From an optimization exercise on the open Yosys and OpenROAD flow, aimed at small area, a short achievable clock period and few clock cycles; shortcuts taken in it are not production practice. The RTL was checked by simulation tests, not by an equivalence proof against the original design. Power and IR drop assume default switching activity.

### design/flow/config.mk
export PLATFORM = sky130hd
export DESIGN_NAME = bkt_tape
export DESIGN_NICKNAME = bkt_tape
export VERILOG_FILES = /design/flow/design.v
export SDC_FILE = /design/flow/constraint.sdc
export NUM_CORES = 4
export LEC_CHECK = 0
export CAP_MARGIN = 20
export CORE_MARGIN = 2
export CORE_UTILIZATION = 40
export PLACE_DENSITY = 0.6
export SLEW_MARGIN = 20
### design/flow/constraint.sdc
create_clock -name core_clock -period 15.0 [get_ports {clk}]
set_input_delay 3.0000 -clock core_clock [delete_from_list [all_inputs] [get_ports {clk}]]
set_output_delay 3.0000 -clock core_clock [all_outputs]
set_load 0.01 [all_outputs]
### design/flow/design.v
module bkt_crc8 (
    input  wire [15:0] crc_in,
    input  wire [7:0]  data,
    output reg  [15:0] crc_out
);
    integer i;
    reg [15:0] c;
    always @* begin
        c = crc_in ^ {data, 8'h00};
        for (i = 0; i < 8; i = i + 1)
            c = c[15] ? ((c << 1) ^ 16'h1021) : (c << 1);
        crc_out = c;
    end
endmodule
module bkt_tape (
    input  wire        clk,
    input  wire        rst,            
    input  wire        cmd_valid,
    output wire        cmd_ready,
    input  wire [31:0] cmd_data,
    output reg         rsp_valid,
    output reg  [2:0]  rsp_code,
    output reg  [31:0] rsp_data,
    output reg         rsp_byte_valid,
    output reg  [1:0]  rsp_byte_seg,
    output reg  [7:0]  rsp_byte
);
    localparam [2:0] R_OK = 3'd0, R_ILLEGAL = 3'd1, R_BADARG = 3'd2,
                     R_SEQ = 3'd3, R_FATAL = 3'd4;
    localparam [3:0] PH_IDLE = 4'd0, PH_FIND_PILOT = 4'd1, PH_PILOT_FOUND = 4'd2,
                     PH_PILOT_FOUND2 = 4'd3, PH_HEADER_MARKER = 4'd4,
                     PH_READ_HEADER = 4'd5, PH_BODY_MARKER = 4'd6, PH_READ_DATA = 4'd7,
                     PH_CKSUM = 4'd8, PH_END_TRAILER = 4'd9, PH_DONE = 4'd10,
                     PH_FATAL = 4'd15;
    localparam [2:0] E_CALIBRATION = 3'd1, E_MARKER = 3'd2, E_BIT_TIMING = 3'd3,
                     E_PROTOCOL = 3'd4, E_TRUNCATED = 3'd5;
    localparam [2:0] MS_NONE = 3'd0, MS_LEAD = 3'd1, MS_MID = 3'd2, MS_FINAL = 3'd3,
                     MS_SYNC1 = 3'd4, MS_SYNC0 = 3'd5;
    localparam [3:0] M_RUN = 4'd0, M_CHUNK = 4'd1, M_DIV = 4'd2, M_HA = 4'd3,
                     M_ACHK = 4'd4, M_F2 = 4'd5, M_F3 = 4'd6, M_HL = 4'd7,
                     M_XCHK = 4'd8, M_MP = 4'd9;
    reg [3:0]  tp_phase;
    reg [2:0]  tp_err;
    reg [2:0]  tp_warn;
    reg [31:0] tp_pn;
    reg [55:0] tp_ps;         
    reg [30:0] tp_l0h;        
    reg [24:0] tp_cut;        
    reg [7:0]  tp_acc;
    reg [2:0]  tp_bitcnt;
    reg        tp_syncph;
    reg [15:0] tp_rem;
    reg [2:0]  tp_msub;
    reg [15:0] tp_mcnt;
    reg [15:0] tp_mfic;
    reg        tp_mlenient;
    reg [4:0]  tp_hcnt;
    reg [15:0] tp_bcnt;       
    reg [1:0]  tp_ccnt;
    reg [15:0] tp_start_addr;
    reg [15:0] tp_length;
    reg [15:0] tp_ckread;
    reg [15:0] tp_sum;
    reg [1:0]  tp_ckstat;
    reg [15:0] crc;
    reg [15:0] sum;
    reg [15:0] cfg_fic_std, cfg_fic_end, cfg_mlen_hdr, cfg_mlen_body, cfg_mlen_end, cfg_dbg;
    reg        cfg_end_lenient;
    reg [3:0]  mode;
    reg [4:0]  cnt;
    reg        xmode;         
    reg        skipa;         
    reg        cand_done;     
    reg        cand_long;
    reg [32:0] rem;           
    reg [32:0] l7;            
    reg [7:0]  ccarry;        
    reg [6:0]  c125;          
    reg        dbit;          
    reg        tieflag;       
    reg        sticky;        
    reg        ir_v;
    reg [31:0] ir;
    reg        rdy;
    assign cmd_ready = rdy;
    wire [7:0]  opc  = ir[31:24];
    wire [23:0] p    = ir[23:0];
    wire [7:0]  b8   = ir[7:0];
    wire [15:0] w16  = ir[15:0];
    wire        rsv_n   = ir[23:0] != 24'd0;
    wire        rsv_b8  = ir[23:8] != 16'd0;
    wire        rsv_w16 = ir[23:16] != 8'd0;
    wire [31:0] p200 = {1'b0, p, 7'd0} + {2'b0, p, 6'd0} + {5'b0, p, 3'd0};
    wire [31:0] p250 = {p, 8'd0} - {6'b0, p, 2'd0} - {7'b0, p, 1'd0};
    wire        one_p   = {1'b0, p} > tp_cut;
    wire        zero_p  = !one_p;
    wire        guard_p = {1'b0, p250} > l7;
    wire        long_ok = {1'b0, p200} >= l7;
    wire        lead_ok = {1'b0, p200} >= rem;
    wire        pn_ge200 = tp_pn >= 32'd200;
    wire        pn_lt448 = tp_pn < 32'd448;
    wire [26:0] xc   = (tp_pn >= 32'd224) ? {1'b0, tp_ps[32:7]} : tp_ps[32:6];
    wire        cert = {3'd0, p} <= xc;
    wire        cand = pn_ge200 && !(pn_lt448 && cert);
    wire [23:0] pin  = cmd_data[23:0];
    wire [26:0] xp   = (tp_pn >= 32'd223) ? {1'b0, tp_ps[32:7]} : tp_ps[32:6];
    wire        pred = cmd_valid && rdy && cmd_data[31:24] == 8'h11 && tp_phase == PH_FIND_PILOT &&
                       tp_pn >= 32'd199 && (tp_pn >= 32'd447 || {3'd0, pin} > xp);
    wire        mk_viol = (tp_msub == MS_LEAD  && !lead_ok) ||
                          (tp_msub == MS_FINAL && !long_ok) ||
                          (tp_msub == MS_SYNC1 && !one_p)   ||
                          (tp_msub == MS_SYNC0 && !zero_p);
    wire [7:0]  acc_next = {tp_acc[6:0], one_p};
    wire [15:0] crc_byte_out, crc_mark_out;
    bkt_crc8 u_crc_byte (.crc_in(crc),      .data(b8), .crc_out(crc_byte_out));
    bkt_crc8 u_crc_mark (.crc_in(16'hCDB4), .data(b8), .crc_out(crc_mark_out));
    wire [15:0] add_v   = opc[0] ? {8'd0, b8} : w16;       
    wire [16:0] add_t   = {1'b0, sum} + {1'b0, add_v};
    wire [15:0] add_r   = add_t[15:0] + {15'd0, add_t[16]};
    wire [16:0] tsum_b  = {1'b0, tp_sum} + {9'd0, acc_next};
    wire [15:0] tsum_r  = tsum_b[15:0] + {15'd0, tsum_b[16]};
    wire        a_div   = (mode == M_DIV);
    wire        h_first;
    wire        h_bit;
    wire        h_cin;
    wire [33:0] sa_a    = h_first ? 34'd0 : {rem, a_div ? tp_l0h[30] : 1'b0};
    wire [33:0] sa_b    = a_div ? ~{1'b0, tp_pn, 1'b0} : (h_bit ? {3'd0, tp_l0h} : 34'd0);
    wire [34:0] sa_s    = {1'b0, sa_a} + {1'b0, sa_b} + {34'd0, a_div | h_cin};
    wire        dv_q    = sa_s[34];
    wire [32:0] dv_rem  = dv_q ? sa_s[32:0] : sa_a[32:0];
    wire        h_sat   = (!h_first && rem[32]) || sa_s[33] || sa_s[32];
    wire [32:0] h_acc   = {h_sat, sa_s[31:0]};
    wire [16:0] mk_k    = {tp_mfic, 1'b0} - 17'd1;
    assign h_first = (mode == M_HA && cnt == 5'd0) || (mode == M_F3) ||
                     (mode == M_MP && cnt == top_k);
    assign h_bit   = (mode == M_MP) ? mk_k[cnt] : 1'b1;
    assign h_cin   = (mode == M_HA && cnt == 5'd0);
    wire [15:0] new_fic = (tp_phase == PH_CKSUM) ? cfg_fic_end : cfg_fic_std;
    reg  [4:0]  top_k;
    reg  [4:0]  top_new;
    wire [16:0] new_k = {new_fic, 1'b0} - 17'd1;
    integer ti;
    always @* begin
        top_new = 5'd0;
        for (ti = 0; ti < 17; ti = ti + 1)
            if (new_k[ti]) top_new = ti[4:0];
    end
    reg         s125_in;
    wire [7:0]  s125_t  = {c125, s125_in};
    wire        s125_ge = s125_t >= 8'd125;
    wire [6:0]  s125_r  = s125_ge ? s125_t - 8'd125 : s125_t[6:0];
    wire [7:0]  ch      = (cnt[2:0] == 3'd7) ? 8'd0 : tp_ps[7:0];
    reg  [7:0]  pn_byte;
    always @* begin
        case (cnt[1:0])
            2'd0: pn_byte = tp_pn[7:0];
            2'd1: pn_byte = tp_pn[15:8];
            2'd2: pn_byte = tp_pn[23:16];
            default: pn_byte = tp_pn[31:24];
        endcase
        if (xmode || cnt[2]) pn_byte = 8'd0;
    end
    wire [15:0] ch_mul  = xmode ? ({5'd0, ch, 3'd0} - {8'd0, ch})
                                : ({1'b0, ch, 7'd0} + {2'b0, ch, 6'd0} + {5'd0, ch, 3'd0});
    wire [15:0] ch_t    = ch_mul + {8'd0, pn_byte} + {8'd0, ccarry};
    reg        rd_ok;
    reg [31:0] rd_val;
    always @* begin
        rd_ok  = 1'b1;
        rd_val = 32'd0;
        case (ir[7:0])
            8'h10: rd_val = {28'd0, tp_phase};
            8'h11: rd_val = {29'd0, tp_err};
            8'h12: rd_val = {29'd0, tp_warn};
            8'h13: rd_val = tp_pn;
            8'h14: rd_val = tp_ps[31:0];
            8'h15: rd_val = {8'd0, tp_ps[55:32]};
            8'h16: rd_val = {1'b0, tp_l0h};
            8'h17: rd_val = {7'd0, tp_cut};
            8'h18: rd_val = {24'd0, tp_acc};
            8'h19: rd_val = {29'd0, tp_bitcnt};
            8'h1A: rd_val = {31'd0, tp_syncph};
            8'h1B: rd_val = {16'd0, tp_rem};
            8'h1C: rd_val = {29'd0, tp_msub};
            8'h1D: rd_val = {16'd0, tp_mcnt};
            8'h1E: rd_val = {16'd0, tp_mfic};
            8'h1F: rd_val = {31'd0, tp_mlenient};
            8'h20: rd_val = {27'd0, tp_hcnt};
            8'h21: rd_val = {16'd0, tp_bcnt};
            8'h22: rd_val = {30'd0, tp_ccnt};
            8'h23: rd_val = {16'd0, tp_start_addr};
            8'h24: rd_val = {16'd0, tp_length};
            8'h25: rd_val = {16'd0, tp_ckread};
            8'h26: rd_val = {16'd0, tp_sum};
            8'h27: rd_val = {30'd0, tp_ckstat};
            8'h50: rd_val = {16'd0, crc};
            8'h58: rd_val = {16'd0, sum};
            8'h70: rd_val = {16'd0, cfg_fic_std};
            8'h71: rd_val = {16'd0, cfg_fic_end};
            8'h72: rd_val = {16'd0, cfg_mlen_hdr};
            8'h73: rd_val = {16'd0, cfg_mlen_body};
            8'h74: rd_val = {16'd0, cfg_mlen_end};
            8'h75: rd_val = {31'd0, cfg_end_lenient};
            8'h76: rd_val = {16'd0, cfg_dbg};
            default: rd_ok = 1'b0;
        endcase
    end
    task automatic tape_clear;
        begin
            tp_err <= 3'd0;  tp_warn <= 3'd0;  tp_pn <= 32'd0;  tp_ps <= 56'd0;
            tp_l0h <= 31'd0; tp_cut <= 25'd0;  tp_acc <= 8'd0;  tp_bitcnt <= 3'd0;
            tp_syncph <= 1'b0; tp_rem <= 16'd0; tp_msub <= MS_NONE; tp_mcnt <= 16'd0;
            tp_mfic <= 16'd0; tp_mlenient <= 1'b0; tp_hcnt <= 5'd0; tp_bcnt <= 16'd0;
            tp_ccnt <= 2'd0; tp_start_addr <= 16'd0; tp_length <= 16'd0;
            tp_ckread <= 16'd0; tp_sum <= 16'd0; tp_ckstat <= 2'd0;
            cand_done <= 1'b0;
        end
    endtask
    task automatic full_reset;
        begin
            tape_clear;
            tp_phase <= PH_IDLE;
            crc <= 16'hFFFF;
            sum <= 16'd0;
            cfg_fic_std <= 16'd4;  cfg_fic_end <= 16'd9;
            cfg_mlen_hdr <= 16'd2; cfg_mlen_body <= 16'd2;
            cfg_mlen_end <= 16'd2; cfg_end_lenient <= 1'b1; cfg_dbg <= 16'd0;
        end
    endtask
    reg [3:0]  ph_n;
    reg        rv;
    reg [2:0]  rc;
    reg [31:0] rdt;
    reg        consume;
    reg [3:0]  mode_n;
    reg        mk_start;
    always @(posedge clk) begin
        ph_n     = tp_phase;
        rv       = 1'b0;
        rc       = R_OK;
        rdt      = 32'd0;
        consume  = 1'b0;
        mode_n   = mode;
        mk_start = 1'b0;
        rsp_byte_valid <= 1'b0;
        rsp_byte       <= acc_next;
        rsp_byte_seg   <= (tp_phase == PH_READ_HEADER) ? 2'd0 :
                          (tp_phase == PH_READ_DATA) ? 2'd1 : 2'd2;
        if (rst) begin
            full_reset;
            mode_n = M_RUN;
        end else begin
            case (mode)
            M_RUN: if (ir_v) begin
                consume = 1'b1;
                case (opc)
                8'h00:  
                    begin rv = 1'b1; rc = rsv_n ? R_ILLEGAL : R_OK; end
                8'h01:  
                    if (rsv_n) begin rv = 1'b1; rc = R_ILLEGAL; end
                    else begin
                        full_reset;
                        rv = 1'b1;
                    end
                8'h02:  
                    if (rsv_b8)      begin rv = 1'b1; rc = R_ILLEGAL; end
                    else if (rd_ok)  begin rv = 1'b1; rdt = rd_val; end
                    else             begin rv = 1'b1; rc = R_BADARG; end
                8'h03: begin  
                    rv = 1'b1;
                    if (ir[23:16] > 8'd6 ||
                        (ir[23:16] <= 8'd1 && w16 == 16'd0) ||
                        (ir[23:16] == 8'd5 && w16 > 16'd1))
                        rc = R_BADARG;
                    else begin
                        case (ir[18:16])
                            3'd0: cfg_fic_std     <= w16;
                            3'd1: cfg_fic_end     <= w16;
                            3'd2: cfg_mlen_hdr    <= w16;
                            3'd3: cfg_mlen_body   <= w16;
                            3'd4: cfg_mlen_end    <= w16;
                            3'd5: cfg_end_lenient <= w16[0];
                            default: cfg_dbg      <= w16;
                        endcase
                    end
                end
                8'h10:  
                    if (rsv_n) begin rv = 1'b1; rc = R_ILLEGAL; end
                    else begin
                        tape_clear;
                        tp_phase <= PH_FIND_PILOT;
                        rv = 1'b1; rdt = {28'd0, PH_FIND_PILOT};
                    end
                8'h11: begin  
                    if (p == 24'd0) begin
                        rv = 1'b1; rc = R_BADARG;
                    end else if (tp_phase == PH_IDLE || tp_phase == PH_FATAL) begin
                        rv = 1'b1; rc = R_SEQ;
                    end else if (tp_phase == PH_DONE) begin
                        rv = 1'b1; rdt = {25'd0, tp_err, tp_phase};
                    end else begin
                        case (tp_phase)
                        PH_FIND_PILOT: begin
                            if (!cand_done && cand) begin
                                consume = 1'b0;
                                mode_n  = M_CHUNK;
                                cnt     <= 5'd0;
                                xmode   <= 1'b0;
                                skipa   <= 1'b0;
                                ccarry  <= 8'd0;
                                c125    <= 7'd0;
                            end else if (cand_done && cand_long) begin
                                cand_done <= 1'b0;
                                tp_phase  <= PH_PILOT_FOUND;
                                rv = 1'b1; rdt = {28'd0, PH_PILOT_FOUND};
                            end else if (tp_pn == 32'hFFFF_FFFF) begin
                                cand_done <= 1'b0;
                                tp_phase <= PH_FATAL;
                                tp_err   <= E_CALIBRATION;
                                rv = 1'b1; rc = R_FATAL; rdt = {25'd0, E_CALIBRATION, PH_FATAL};
                            end else begin
                                cand_done <= 1'b0;
                                tp_ps <= tp_ps + {32'd0, p};
                                tp_pn <= tp_pn + 32'd1;
                                rv = 1'b1; rdt = {25'd0, tp_err, ph_n};
                            end
                        end
                        PH_PILOT_FOUND: begin
                            if (!one_p) tp_warn[0] <= 1'b1;
                            tp_phase <= PH_PILOT_FOUND2;
                            rv = 1'b1; rdt = {25'd0, tp_err, PH_PILOT_FOUND2};
                        end
                        PH_PILOT_FOUND2: begin
                            if (!zero_p) tp_warn[1] <= 1'b1;
                            tp_msub     <= MS_LEAD;
                            tp_mfic     <= cfg_fic_std;
                            tp_mcnt     <= cfg_mlen_hdr;
                            tp_mlenient <= 1'b0;
                            tp_phase    <= PH_HEADER_MARKER;
                            mk_start = 1'b1;
                                                rv = 1'b1; rdt = {25'd0, tp_err, PH_HEADER_MARKER};
                        end
                        PH_HEADER_MARKER, PH_BODY_MARKER, PH_END_TRAILER: begin
                            if (mk_viol && !tp_mlenient) begin
                                tp_phase <= PH_FATAL;
                                tp_err   <= E_MARKER;
                                rv = 1'b1; rc = R_FATAL; rdt = {25'd0, E_MARKER, PH_FATAL};
                            end else begin
                                if (mk_viol) tp_warn[2] <= 1'b1;
                                case (tp_msub)
                                    MS_LEAD:  tp_msub <= (tp_mcnt != 16'd0) ? MS_MID : MS_FINAL;
                                    MS_MID: begin
                                        tp_mcnt <= tp_mcnt - 16'd1;
                                        if (tp_mcnt == 16'd1) tp_msub <= MS_FINAL;
                                    end
                                    MS_FINAL: tp_msub <= MS_SYNC1;
                                    MS_SYNC1: tp_msub <= MS_SYNC0;
                                    default: begin
                                        tp_msub <= MS_NONE;
                                        if (tp_phase == PH_HEADER_MARKER) begin
                                            ph_n = PH_READ_HEADER;
                                            tp_rem <= 16'd20;
                                        end else if (tp_phase == PH_BODY_MARKER) begin
                                            if (tp_length == 16'd0) begin
                                                ph_n = PH_CKSUM;
                                                tp_rem <= 16'd2;
                                            end else begin
                                                ph_n = PH_READ_DATA;
                                                tp_rem <= tp_length;
                                            end
                                        end else begin
                                            ph_n = PH_DONE;
                                        end
                                        tp_acc <= 8'd0;  tp_bitcnt <= 3'd0;  tp_syncph <= 1'b0;
                                    end
                                endcase
                                tp_phase <= ph_n;
                                rv = 1'b1; rdt = {25'd0, tp_err, ph_n};
                            end
                        end
                        default: begin  
                            if (guard_p) begin
                                tp_phase <= PH_FATAL;
                                tp_err   <= E_BIT_TIMING;
                                rv = 1'b1; rc = R_FATAL; rdt = {25'd0, E_BIT_TIMING, PH_FATAL};
                            end else if (!tp_syncph) begin
                                tp_syncph <= 1'b1;
                                if (tp_bitcnt == 3'd7) begin
                                    tp_acc    <= 8'd0;
                                    tp_bitcnt <= 3'd0;
                                    tp_rem    <= tp_rem - 16'd1;
                                    rsp_byte_valid <= 1'b1;
                                    if (tp_phase == PH_READ_HEADER) begin
                                        case (tp_hcnt)
                                            5'd0: rem[7:0]   <= acc_next;
                                            5'd1: rem[15:8]  <= acc_next;
                                            5'd2: rem[23:16] <= acc_next;
                                            5'd3: rem[31:24] <= acc_next;
                                            default: ;
                                        endcase
                                        tp_hcnt <= tp_hcnt + 5'd1;
                                    end else if (tp_phase == PH_READ_DATA) begin
                                        tp_bcnt <= tp_bcnt + 16'd1;
                                        tp_sum  <= tsum_r;
                                    end else begin
                                        if (tp_ccnt == 2'd0) tp_ckread[7:0]  <= acc_next;
                                        else                 tp_ckread[15:8] <= acc_next;
                                        tp_ccnt <= tp_ccnt + 2'd1;
                                    end
                                end else begin
                                    tp_acc    <= acc_next;
                                    tp_bitcnt <= tp_bitcnt + 3'd1;
                                end
                                rv = 1'b1; rdt = {25'd0, tp_err, ph_n};
                            end else if (!zero_p) begin
                                tp_phase <= PH_FATAL;
                                tp_err   <= E_PROTOCOL;
                                rv = 1'b1; rc = R_FATAL; rdt = {25'd0, E_PROTOCOL, PH_FATAL};
                            end else begin
                                tp_syncph <= 1'b0;
                                if (tp_rem == 16'd0) begin
                                    if (tp_phase == PH_READ_HEADER) begin
                                        tp_start_addr <= rem[15:0];
                                        tp_length     <= rem[31:16];
                                        ph_n = PH_BODY_MARKER;
                                        tp_msub     <= MS_LEAD;
                                        tp_mfic     <= cfg_fic_std;
                                        tp_mcnt     <= cfg_mlen_body;
                                        tp_mlenient <= 1'b0;
                                        mk_start = 1'b1;
                                                                    end else if (tp_phase == PH_READ_DATA) begin
                                        ph_n = PH_CKSUM;
                                        tp_rem <= 16'd2;
                                        tp_acc <= 8'd0;  tp_bitcnt <= 3'd0;
                                    end else begin
                                        tp_ckstat   <= {tp_ckread == tp_sum, 1'b1};
                                        ph_n = PH_END_TRAILER;
                                        tp_msub     <= MS_LEAD;
                                        tp_mfic     <= cfg_fic_end;
                                        tp_mcnt     <= cfg_mlen_end;
                                        tp_mlenient <= cfg_end_lenient;
                                        mk_start = 1'b1;
                                    end
                                    tp_phase <= ph_n;
                                end
                                rv = 1'b1; rdt = {25'd0, tp_err, ph_n};
                            end
                        end
                        endcase
                    end
                end
                8'h12:  
                    if (rsv_n) begin rv = 1'b1; rc = R_ILLEGAL; end
                    else if (tp_phase == PH_IDLE || tp_phase == PH_FATAL) begin rv = 1'b1; rc = R_SEQ; end
                    else if (tp_phase == PH_DONE) begin rv = 1'b1; rdt = {25'd0, tp_err, tp_phase}; end
                    else if (tp_phase == PH_FIND_PILOT) begin
                        tp_phase <= PH_FATAL;
                        tp_err   <= E_CALIBRATION;
                        rv = 1'b1; rc = R_FATAL; rdt = {25'd0, E_CALIBRATION, PH_FATAL};
                    end else begin
                        tp_phase <= PH_FATAL;
                        tp_err   <= E_TRUNCATED;
                        rv = 1'b1; rc = R_FATAL; rdt = {25'd0, E_TRUNCATED, PH_FATAL};
                    end
                8'h30:  
                    if (rsv_n) begin rv = 1'b1; rc = R_ILLEGAL; end
                    else begin
                        crc <= 16'hFFFF;
                        rv = 1'b1; rdt = 32'h0000FFFF;
                    end
                8'h31:  
                    if (rsv_b8) begin rv = 1'b1; rc = R_ILLEGAL; end
                    else begin
                        crc <= crc_byte_out;
                        rv = 1'b1; rdt = {16'd0, crc_byte_out};
                    end
                8'h32:  
                    if (rsv_b8) begin rv = 1'b1; rc = R_ILLEGAL; end
                    else begin
                        crc <= crc_mark_out;
                        rv = 1'b1; rdt = {16'd0, crc_mark_out};
                    end
                8'h33:  
                    if (rsv_w16) begin rv = 1'b1; rc = R_ILLEGAL; end
                    else         begin rv = 1'b1; rdt = {31'd0, crc == w16}; end
                8'h40:  
                    if (rsv_n) begin rv = 1'b1; rc = R_ILLEGAL; end
                    else begin
                        sum <= 16'd0;
                        rv = 1'b1;
                    end
                8'h41:  
                    if (rsv_b8) begin rv = 1'b1; rc = R_ILLEGAL; end
                    else begin
                        sum <= add_r;
                        rv = 1'b1; rdt = {16'd0, add_r};
                    end
                8'h42:  
                    if (rsv_w16) begin rv = 1'b1; rc = R_ILLEGAL; end
                    else begin
                        sum <= add_r;
                        rv = 1'b1; rdt = {16'd0, add_r};
                    end
                8'h43:  
                    if (rsv_w16) begin rv = 1'b1; rc = R_ILLEGAL; end
                    else         begin rv = 1'b1; rdt = {31'd0, sum == w16}; end
                default:
                    begin rv = 1'b1; rc = R_ILLEGAL; end
                endcase
                if (mk_start) begin
                    mode_n = M_MP;
                    cnt    <= top_new;
                    top_k  <= top_new;
                end
            end
            M_CHUNK: begin
                ccarry <= ch_t[15:8];
                {rem, tp_l0h} <= {ch_t[7:0], rem, tp_l0h[30:8]};
                if (cnt[2:0] != 3'd7) tp_ps <= {tp_ps[7:0], tp_ps[55:8]};
                cnt <= cnt + 5'd1;
                if (cnt[2:0] == 3'd7) begin
                    mode_n = M_DIV;
                    cnt    <= 5'd0;
                end
            end
            M_DIV: begin
                rem    <= dv_rem;
                tp_l0h <= {tp_l0h[29:0], dv_q};
                if (xmode) begin
                    tp_cut <= {tp_cut[23:0], dv_q};
                    sticky <= sticky | tp_cut[24];
                end else begin
                    dbit <= dv_q;
                    if (cnt != 5'd0) begin
                        c125   <= s125_r;
                        tp_cut <= {tp_cut[23:0], s125_ge};
                    end
                end
                cnt <= cnt + 5'd1;
                if (cnt == 5'd30) begin
                    tieflag <= (dv_rem == 33'd0);
                    cnt     <= 5'd0;
                    mode_n  = xmode ? M_XCHK : (skipa ? M_F2 : M_HA);
                end
            end
            M_HA: begin
                rem <= h_acc;
                cnt <= cnt + 5'd1;
                if (cnt == 5'd2) mode_n = M_ACHK;
            end
            M_ACHK: begin
                if (lead_ok) begin
                    mode_n = M_F2;               
                end else begin
                    mode_n = M_CHUNK;
                    xmode  <= 1'b1;
                    cnt    <= 5'd0;
                    ccarry <= 8'd0;
                    tp_cut <= 25'd0;
                    sticky <= 1'b0;
                end
            end
            M_XCHK: begin
                tp_cut <= 25'd0;
                tp_l0h <= 31'd0;
                if (one_p && !sticky) begin
                    mode_n = M_CHUNK;
                    xmode  <= 1'b0;
                    skipa  <= 1'b1;
                    cnt    <= 5'd0;
                    ccarry <= 8'd0;
                    c125   <= 7'd0;
                end else begin
                    mode_n = M_RUN;
                    cand_done <= 1'b1;
                    cand_long <= 1'b0;
                end
            end
            M_F2: begin
                tp_l0h[0] <= dbit & !tieflag;
                c125      <= s125_r;
                tp_cut    <= {tp_cut[23:0], s125_ge};
                mode_n = M_F3;
            end
            M_F3: begin
                tp_cut <= {tp_cut[23:0], s125_ge} + {24'd0, s125_r >= 7'd63};
                rem    <= h_acc;
                cnt    <= 5'd1;
                mode_n = M_HL;
            end
            M_HL: begin
                rem <= h_acc;
                cnt <= cnt + 5'd1;
                if (cnt == 5'd2) begin
                    l7 <= h_acc;
                    mode_n = M_RUN;
                    cand_done <= 1'b1;
                    cand_long <= 1'b1;
                end
            end
            M_MP: begin
                rem <= h_acc;
                cnt <= cnt - 5'd1;
                if (cnt == 5'd0) mode_n = M_RUN;
            end
            default: mode_n = M_RUN;
            endcase
        end
        mode <= mode_n;
        rsp_valid <= rv && !rst;
        rsp_code  <= rc;
        rsp_data  <= rdt;
        if (rst) begin
            ir_v <= 1'b0;
            rdy  <= 1'b1;
        end else begin
            if (cmd_valid && rdy) begin
                ir_v <= 1'b1;
                ir   <= cmd_data;
            end else if (consume) begin
                ir_v <= 1'b0;
            end
            rdy <= (mode_n == M_RUN) && !pred;
        end
    end
    always @* begin
        case (mode)
            M_F2:    s125_in = dbit & !tieflag;
            M_F3:    s125_in = 1'b0;
            default: s125_in = dbit;
        endcase
    end
endmodule
### design/flow/run.sh
#!/bin/bash
# synth_recipe.tcl (not shown) runs the flow's synth.tcl, then flattens the netlist and writes it again
# the make line also repeats each setting of config.mk as NAME=value (left out here)
make -C /OpenROAD-flow-scripts/flow DESIGN_CONFIG=/design/flow/config.mk WORK_HOME=/design/flow/orfs CLKGATE_MAP_FILE= SYNTH_SCRIPT=/design/flow/synth_recipe.tcl finish
==> flow_summary_export.csv <==
group,metric,value,unit
die,placementRows,128,
detailed_routing,detail_route.first_pass.iterations,14,
worst_setup_path,data_required_time_of_the_worst_path,15.51,ns
die,design.portCount,83,
detailed_routing,drt-total-wl,247000,um
pwr,p_sw,0.00118,W
logic_synthesis,synth.largest_area_cell,"sky130_fd_sc_hd__dfxtp_1",
logic_synthesis,synth.cell_area,49100,um2
clock_tree,cts_num_sinks,619,
timing,post-route-min-period,8.83,ns
logic_synthesis,yosysWarnings,2,
timing,timing.final.max_slew_violations,0,
placed_design,placement.io_buffers,82,
timing,clock_skew,0.0495,ns
die,die_y,354,um
worst_setup_path,slowest_delay,1.12,ns
detailed_routing,met3RoutedLength,31800,um
logic_synthesis,synth_edf_count,129,
hold_path,hold_path_depth,2,
clock_tree,cts-htree-levels,3,
outcome,outcome,"no timing/DRC/antenna violations",
pwr,vdd_drop_max,0.0920,mV
detailed_routing,wl_met2,98900,um
pwr,power_report.internal_total,0.00308,W
logic_synthesis,cell_with_the_most_instances_after_synthesis,"sky130_fd_sc_hd__nor2_1",
grt,global_route_wire_length_before_repair,348000,um
clock_tree,cts-root-buf,"sky130_fd_sc_hd__clkbuf_16",
clock_tree,cts_hold_repair.buffers,0,
grt,track_usage,0.379,
detailed_routing,highest-signal-layer,"met5",
timing,timing.final.setup_violations,0,
logic_synthesis,synth-async-reset-ratio,0,
logic_synthesis,syn_avg_cell_area,8.06,um2
worst_setup_path,cp.buffers_inverters,4,
pwr,power_per_cell_area,78.1,nW/um2
die,width_of_the_die,354,um
detailed_routing,wire_per_inst,32.0,um
grt,grt_max_degree,86,
clock_tree,post_cts.repair.setup_buffers,0,
final_layout,drive_gt1_frac,0.0601,
die,initial_utilization,0.403,
clock_tree,cts_max_path_buffers,3,
pwr,net_sw_frac,0.277,
worst_setup_path,worstSetupStartpointType,"register",
timing,worstMarginPinSlew,1.33,ns
hold_path,worst_hold_path_endpoint,"tp_start_addr[7]",
detailed_routing,detail_route.vias_per_cell,6.67,
pwr,power.combinational.fraction,0.116,
logic_synthesis,ys_seq_area_frac,0.279,
pwr,seq_power_share,0.400,
clock_tree,clk_transition_reported_paths,0.06,ns
timing,slew-limit-headroom,0.105,
grt,grt_antenna_before_repair,22,
worst_setup_path,timing.setup.critical_path_class,"reg2reg",
detailed_routing,detailedRoute.firstIterationViolations,8864,
logic_synthesis,postSynthRegisterBits,619,
clock_tree,cts_tree,"yes",
logic_synthesis,ys.flop_type,"sky130_fd_sc_hd__dfxtp_1",
final_layout,final_cell_area,54500,um2
final_layout,finish.net_count,6527,
detailed_routing,route.antenna.remaining_nets,0,
hold_path,min-delay-path-class,"reg2reg",
grt,grt_pass1_vias,47000,
worst_setup_path,critPathTopFamily,"compound AO/OA/AOI/OAI gates",
worst_setup_path,slowest_stage,"sky130_fd_sc_hd__o311ai_0",
clock_tree,post_cts_resize_count,0,
clock_tree,insertion_delay,0.73,ns
pwr,total_leakage_power,21.7,nW
timing,timing.fmax,113,MHz
detailed_routing,via_count,51600,
die,overall_die_area,126000,um2
placed_design,gpl.final_weighted_congestion,1.08,
detailed_routing,detail_route.wirelength.met1,99100,um
logic_synthesis,synth.top_cells.by_area,"sky130_fd_sc_hd__dfxtp_1 (20%), sky130_fd_sc_hd__ha_1 (10%), sky130_fd_sc_hd__edfxtp_1 (7.9%)",
die,core_area,122000,um2
timing,final_hold_viol_count,0,
final_layout,layout-area-overhead-vs-synth,11.2,%
worst_setup_path,r2r.worst_path.cells,29,
logic_synthesis,synthDistinctLibCells,103,
placed_design,placed_cell_area,51800,um2
grt,gr-total-overflow,0,
pwr,clockPowerShare,0.484,
pwr,power.total,0.00426,W
timing,fin_crit_sh,0.588,
logic_synthesis,synth_top_area_share,0.200,
worst_setup_path,worstReg2RegEnd,"rsp_data[4]",
logic_synthesis,post_synth_most_frequent_cells,"sky130_fd_sc_hd__nor2_1 (685), sky130_fd_sc_hd__nand2_1 (505), sky130_fd_sc_hd__dfxtp_1 (490)",
run,timing.max_cap.violations,0,
timing,timing.setup.tns,0,ns
detailed_routing,drc,0,
worst_setup_path,setup_crit_end_kind,"register",
worst_setup_path,regToRegStartpoint,"ir[0]",
logic_synthesis,post_synth_inst_count,6091,
clock_tree,cts-buffers-inserted,80,
logic_synthesis,synth.net_count,6578,
worst_setup_path,critical_path_arrival,9.34,ns
timing,unrepaired_setup_endpoints_after_global_routing,"no",
final_layout,post-route-util,0.448,
worst_setup_path,path_max_fanout,15,
placed_design,hpwl,186000,um
worst_setup_path,setup.reg_to_reg.worst_slack,6.17,ns
hold_path,hp-start,"tp_start_addr[7]",
[sequential cells by signal, summed over array words and instances (netlist names), 25 cells and up]
signal and cells:
l7 33, tp_ps 56, tp_pn 32, ir 32, tp_cut 25, tp_l0h 31
rem 33, rsp_data 32
[final cells by class]
class	instances	area [um2]
Clock inverter	39	472
Antenna cell	9	22.5
Fill cell	12200	67200
Tap cell	1625	2030
Multi-Input combinational cell	4840	33100
Inverter	271	1020
Timing Repair Buffer	228	1960
Sequential cell	619	13700
Clock buffer	105	2210
[power by group through the flow]
stage | Sequential [W] | Combinational [W] | Clock [W]
floorplan | 0.00174 | 0.000326 | 0
finish | 0.00170 | 0.000495 | 0.00206
global route | 0.00170 | 0.000543 | 0.00213
CTS | 0.00170 | 0.000483 | 0.00207
detailed placement | 0.00174 | 0.000479 | 0
global placement | 0.00174 | 0.000471 | 0
[through the flow]
stage	std cells	hold WS [ns]	setup WS, ns
3_5_place_dp	7583	0.454	6.44
4_1_cts	7727	0.462	6.39
5_1_grt	7729	0.487	5.86
3_3_place_gp	7581	0.448	6.56
2_1_floorplan	6091	0.353	8.31
6_report	7736	0.470	6.17
[worst max-delay path by stage]
stage / start / endpoint / depth (start not counted)
after global routing: ir[0] / cnt[1] / 26
final: ir[0] / rsp_data[4] / 29
after floorplan: ir[10] / cnt[0] / 24
after detailed placement: ir[0] / tp_start_addr[2] / 27
after CTS: ir[0] / tp_start_addr[2] / 27
after global placement: ir[0] / tp_start_addr[6] / 27
[routing by layer]
metal,vias up,global-route usage
li1,22400,-
met1,24900,0.507
met2,3488,0.536
met3,781,0.113
met4,26,0.225
met5,-,0.00868
[worst register-to-register path: cells and delay by family, from the launching register on]
kind | cells | cell delay (ns)
AOI/OAI and AO/OA | 15 | 5.13
adders and majority gates | 4 | 1.35
and+or+nand+nor | 5 | 0.83
buffers and inverters | 4 | 0.72
DFF | 1 | 0.36
xor gates and xnor gates | 1 | 0.25
[cells by family (layout without fill, tap and decap cells)]
group	Yosys count	count (layout)	share of synthesized area
buf+inv	632	643	0.0496
xor+xnor	325	325	0.0580
other cells	0	9	0
simple gates	2074	2074	0.198
flops	619	619	0.279
compound gates	1734	1734	0.239
fa+ha+maj	452	452	0.124
mux	255	255	0.0526
[cells in the final DEF, fill, tap and decap left out, drive strengths merged, types with 36 or more instances in the layout]
master | synthesis | routed
nor2 | 690 | 690
nand2 | 505 | 505
dfxtp | 490 | 490
a21oi | 431 | 431
ha | 395 | 395
o21ai | 347 | 347
inv | 266 | 272
mux2i | 247 | 247
nand3 | 199 | 199
xnor2 | 191 | 191
nor3 | 168 | 168
buf | 52 | 147
xor2 | 134 | 134
edfxtp | 129 | 129
a22oi | 123 | 123
clkbuf | 309 | 105
nand4 | 100 | 100
a21o | 91 | 91
a221oi | 89 | 89
a222oi | 87 | 87
clkdlybuf4s50 | 0 | 81
and3 | 77 | 77
a31oi | 72 | 72
and2 | 68 | 68
a211oi | 61 | 61
nor4 | 59 | 59
fa | 57 | 57
o22ai | 55 | 55
a22o | 54 | 54
nand2b | 44 | 44
o21a | 39 | 39
nor2b | 37 | 37
or3 | 36 | 36
Testbench counts, summed over its fixed seeds: cycles 63,248.

==> what the ideal ports hide <==
The flow's constraints put no driver on any port. The routed layout listed below was extracted and timed again, unchanged, in two steps.
Step 1 assumes that a clkbuf_16 drives the clock port and a buf_2 every other input.
Step 2, shift: input delay + t, output delay - t, t = (earliest + latest rising clock arrival at the registers) / 2. This alone moves slack from input paths to output paths.
Three values: ideal, step 1, step 2; two values: the first two.
t, ns: 0.782
setup slack, ns: 6.174 / 6.174 / 6.174
cell pins on the clock port's net: 1
After both steps this run still meets setup and hold. The setup slack of this run moves by 0.000 ns with the drivers and by 0.000 ns with both steps.
